Context: an optimization exercise on an open-source flow, tuned for small area, a short achievable clock period and few clock cycles per item. The choices shown serve that exercise and are no tape-out recipe.
Only simulation tests tie the RTL to the original design; equivalence was not proved.
Power and IR drop assume default switching activity.

// bitpack_enc
module bitpack_enc (
    input  wire       clk,
    input  wire       rst,
    input  wire       in_valid,
    input  wire [7:0] in_data,
    input  wire       in_eos,
    output wire       in_ready,
    output wire       out_valid,
    output wire [7:0] out_data,
    output wire       out_eos,
    input  wire       out_ready
);
Size: about 2800 cells after synthesis, roughly 27000 um^2 of cells after synthesis.
Settings: LEC_CHECK=0, CAP_MARGIN=20, CORE_MARGIN=2, CORE_UTILIZATION=55, CTS_BUF_LIST=sky130_fd_sc_hd__clkbuf_8, PLACE_DENSITY=0.8, SLEW_MARGIN=20; clock period 13.0 ns.
standard.sh (not shown) runs the stock make flow with config.mk's settings and CLKGATE_MAP_FILE= SYNTH_SCRIPT=/design/flow/synth_recipe.tcl, a recipe that flattens the netlist after the stock synthesis.
==> flow/flow/run.sh <==
#!/bin/bash
# Standard layout (the standard.sh: standard synthesis and ORFS steps),
# with timing repair aiming for extra setup slack. Full make output goes to
# flow.log in this folder; ORFS writes each step's log under orfs/logs.
set -euo pipefail
bash standard.sh SETUP_SLACK_MARGIN=9 finish > flow.log 2>&1
Testbench counts at the start, summed over its fixed seeds: cycles 34,806, items 31,210.
Next try:
- CORE_UTILIZATION: 55 -> 60
- CTS_BUF_LIST: sky130_fd_sc_hd__clkbuf_8 -> default
- CTS_CLUSTER_DIAMETER: default -> 70
- CTS_CLUSTER_SIZE: default -> 26
What happened: Final area went down by 1.4%. Sequential share of layout area went up by 0.57 points. Clock-buffer cell count went down by 48. Utilization went up by 4.2 points. Setup slack is better by 9.9 ps. Sequential power barely changes. Die area went down by 8.2%.
Next try:
- CORE_UTILIZATION: 60 -> 55
- CTS_CLUSTER_DIAMETER: 70 -> default
- CTS_CLUSTER_SIZE: 26 -> default
Total power climbs by 16%.
Synthesized area stays the same.
Via count climbs by 1.4%.
Worst setup slack barely changes.
Sequential cell count stays the same.
Global-route usage drops by 1.2 points.
Count of clock-buffer cells in the layout climbs by 37.
Cell area climbs by 2.4%.
Final cell count climbs by 1.8%.
Hold slack degrades by 6.5 ps.
Wire length climbs by 3.5%.


Setup of lane 5:
bitpack_enc again, from the RTL that the note above started with.
export LEC_CHECK = 0
export CAP_MARGIN = 20
export CORE_MARGIN = 2
export CORE_UTILIZATION = 55
export CTS_CLUSTER_DIAMETER = 70
export CTS_CLUSTER_SIZE = 22
export PLACE_DENSITY = 0.8
export SLEW_MARGIN = 20
create_clock -name core_clock -period 13.0 [get_ports {clk}]
Scripts as last shown in full above: flow/flow/run.sh
Testbench counts of lane 5, summed over its fixed seeds: cycles 34,806, items 31,210.
diff inputs: lane 5 => lane 2
-- flow/config.mk --
<<< lane 5, line 10
export CORE_UTILIZATION = 55
export CTS_CLUSTER_DIAMETER = 70
export CTS_CLUSTER_SIZE = 22
export PLACE_DENSITY = 0.8
>>> lane 2, line 10
export CORE_UTILIZATION = 55
export CTS_CLUSTER_DIAMETER = 80
export CTS_CLUSTER_SIZE = 30
export PLACE_DENSITY = 0.8
Findings:
- Looking at slew of the pin with the lowest slew margin, lane 2 sits 65 ps lower than lane 5 does.
- Compared with lane 5, in lane 2 well-tap cell count neither gained nor lost much, area added between synthesis and finish neither gained nor lost much.
- Final worst setup slack for lane 2: 4.5 ps down relative to lane 5
- Number of antenna violations at the first check in global routing in lane 2 is 1 higher than in lane 5
- The total number of vias was comparable across lane 2 and lane 5.
- Part of the power in the clock network (lower): lane 2
- Final instance area: lane 2 vs lane 5 — no meaningful difference
- Relative to lane 5, the length of routed wiring on met1 measured on lane 2 has decreased slightly.
- Relative slew slack sits higher in lane 2 than in lane 5.
- Lane 2 and lane 5 ended up with nearly the same core utilization.


run Z:
Another version of the RTL of bitpack_enc (not shown whole).
For scale: roughly 2800 cells after synthesis, ~420 flip-flops, about 24 I/O pins.
clock: 13.0 ns
lec_check: 0
cap_margin: 20
core_margin: 2
core_utilization: 65
place_density: 0.85
slew_margin: 20
run.sh (not shown) runs the stock make flow with config.mk's settings and CLKGATE_MAP_FILE= SYNTH_SCRIPT=/design/flow/synth_recipe.tcl, a recipe that flattens the netlist after the stock synthesis.
Stock flow here: none of the scripts above is used.
Run Z finished all stages; the layout is clean.
Testbench counts of run Z, summed over its fixed seeds: cycles 34,909, items 31,210.
Input-level comparison between run C and run Z:
Settings: PLACE_DENSITY: 0.85 -> 0.6; CORE_UTILIZATION: 65 -> 40.
Notes after the runs:
Having completed the whole flow, run C delivered a layout that passed the timing, design-rule and antenna checks.
Run Z → run C: minimum clock period has increased, post-layout worst setup margin fell 200 ps, per-cell routed wire length lost 1.4 um, sequential portion of the cell area saw a decrease, first-pass detailed-route iteration total went down by 1.
Met2 layer usage reported by global route (run C over run Z): decrease, 20 points
Re clock-buffer cell count: run C is 29% up on run Z.
Run C against run Z: wire length shows an increase of 3.6%; critical path depth increased 3; post-route cell area +about 2%; cell count now sits higher.


bitpack_enc, a different RTL version from the one above (not shown whole).
Size: about 2700 cells after synthesis, roughly 410 flip-flops, ~24 I/O pins.
export LEC_CHECK = 0
export CAP_MARGIN = 20
export CORE_MARGIN = 2
export CORE_UTILIZATION = 65
export PLACE_DENSITY = 0.85
export SLEW_MARGIN = 20
create_clock -name core_clock -period 13.0 [get_ports {clk}]
standard.sh (not shown) runs the stock make flow with config.mk's settings and CLKGATE_MAP_FILE= SYNTH_SCRIPT=/design/flow/synth_recipe.tcl, a recipe that flattens the netlist after the stock synthesis.
==> flow/flow/run.sh <==
#!/bin/bash
# Standard layout (the standard.sh: standard synthesis and ORFS steps),
# with timing repair aiming for extra setup slack. Full make output goes to
# flow.log in this folder; ORFS writes each step's log under orfs/logs.
set -euo pipefail
bash standard.sh SETUP_SLACK_MARGIN=8 finish > flow.log 2>&1
The first run went through all stages and came out clean.
Testbench counts at the start, summed over its fixed seeds: cycles 34,920, items 31,210.
Rerun with:
--- a/flow/flow/run.sh
+++ b/flow/flow/run.sh
@@ -4,3 +4,3 @@
 # flow.log in this folder; ORFS writes each step's log under orfs/logs.
 set -euo pipefail
-bash standard.sh SETUP_SLACK_MARGIN=8 finish > flow.log 2>&1
+bash standard.sh SETUP_SLACK_MARGIN=9 finish > flow.log 2>&1
CORE_UTILIZATION = 55   (was 65)
PLACE_DENSITY = 0.8   (was 0.85)
Outcome:
- synthesized area is unchanged
- non-clock buffer count grows by 81
- total power shrinks by about 6.5%
Rerun with:
==> flow/run.sh (new file) <==
#!/bin/bash
# synth_recipe.tcl (not shown) runs the flow's synth.tcl, then flattens the netlist and writes it again
# the make line also repeats each setting of config.mk as NAME=value (left out here)
make -C /OpenROAD-flow-scripts/flow DESIGN_CONFIG=/design/flow/config.mk WORK_HOME=/design/flow/orfs CLKGATE_MAP_FILE= SYNTH_SCRIPT=/design/flow/synth_recipe.tcl finish
CORE_UTILIZATION = 65   (was 55)
PLACE_DENSITY = 0.85   (was 0.8)
removed: flow/flow/run.sh
removed: flow/standard.sh
Outcome: Maximum frequency fell by roughly a tenth; final area fell by a few percent; power rose by a few percent; routed wire length fell slightly; area after synthesis is unchanged; worst setup slack got worse by 410 ps.
Rerun with:
==> flow/flow/run.sh (new file) <==
#!/bin/bash
# Standard layout (the standard.sh: standard synthesis and ORFS steps),
# with timing repair aiming for extra setup slack. Full make output goes to
# flow.log in this folder; ORFS writes each step's log under orfs/logs.
set -euo pipefail
bash standard.sh SETUP_SLACK_MARGIN=9.6 finish > flow.log 2>&1
==> flow/standard.sh (new file) <==
#!/bin/bash
# synth_recipe.tcl (not shown) runs the flow's synth.tcl, then flattens the netlist and writes it again
# the make line also repeats each setting of config.mk as NAME=value (left out here)
make -C /OpenROAD-flow-scripts/flow DESIGN_CONFIG=/design/flow/config.mk WORK_HOME=/design/flow/orfs CLKGATE_MAP_FILE= SYNTH_SCRIPT=/design/flow/synth_recipe.tcl "${@:-finish}"
CORE_UTILIZATION = 55   (was 65)
PLACE_DENSITY = 0.8   (was 0.85)
removed: flow/run.sh
- The new run completed with no timing, DRC or antenna violations
- maximum frequency grows by about a fifth
- clock skew rises by 17 ps
- die area grows by about a fifth

re-timing with driven ports:
The flow's constraints put no driver on any port. The routed layouts listed below were extracted and timed again, unchanged, in two steps. Step 1 (the two cells are an assumption about what drives the block):
set clk [get_ports {clk}]
set_driving_cell -lib_cell sky130_fd_sc_hd__clkbuf_16 $clk
set_driving_cell -lib_cell sky130_fd_sc_hd__buf_2 [delete_from_list [all_inputs] $clk]
Step 2 also shifts input and output timing later by t, the mid clock arrival at the registers, as if the neighbouring blocks saw the same clock. a / b / c = ideal / step 1 / step 2; a / b = the first two.
run | t, ns | setup WS [ns] | worst hold slack (ns) | worst slew at a driven data input, ns | pins driven straight from the clock port
the first run of note 1 | 0.712 | 9.027 / 8.975 / 8.571 | 0.405 / 0.405 / 0.405 | 0.04 | 1
the second run of note 1 | 0.653 | 9.037 / 8.991 / 8.690 | 0.424 / 0.424 / 0.424 | 0.03 | 1
the third run of note 1 | 0.632 | 9.036 / 8.981 / 8.568 | 0.418 / 0.418 / 0.418 | 0.04 | 1
lane 5 | 0.639 | 9.044 / 8.989 / 8.583 | 0.419 / 0.419 / 0.419 | 0.04 | 1
lane 2 | 0.637 | 9.040 / 8.983 / 8.587 | 0.419 / 0.419 / 0.419 | 0.04 | 1
run Z | 0.627 | 8.483 / 8.487 / 7.885 | 0.416 / 0.416 / 0.416 | 0.04 | 1
run C | 0.633 | 8.286 / 8.286 / 7.901 | 0.410 / 0.410 / 0.410 | 0.04 | 1
the first run of note 4 | 0.632 | 8.541 / 8.541 / 8.541 | 0.417 / 0.417 / 0.417 | 0.05 | 1
the second run of note 4 | 0.639 | 9.012 / 8.957 / 8.637 | 0.418 / 0.418 / 0.418 | 0.06 | 1
the third run of note 4 | 0.640 | 8.598 / 8.598 / 8.598 | 0.418 / 0.418 / 0.418 | 0.04 | 1
the fourth run of note 4 | 0.632 | 9.285 / 9.231 / 9.064 | 0.419 / 0.419 / 0.419 | 0.06 | 1
After both steps setup and hold are still met in every run listed. The setup slack of run Z, which loses most, moves by +0.004 ns with the drivers and by -0.598 ns with both steps.
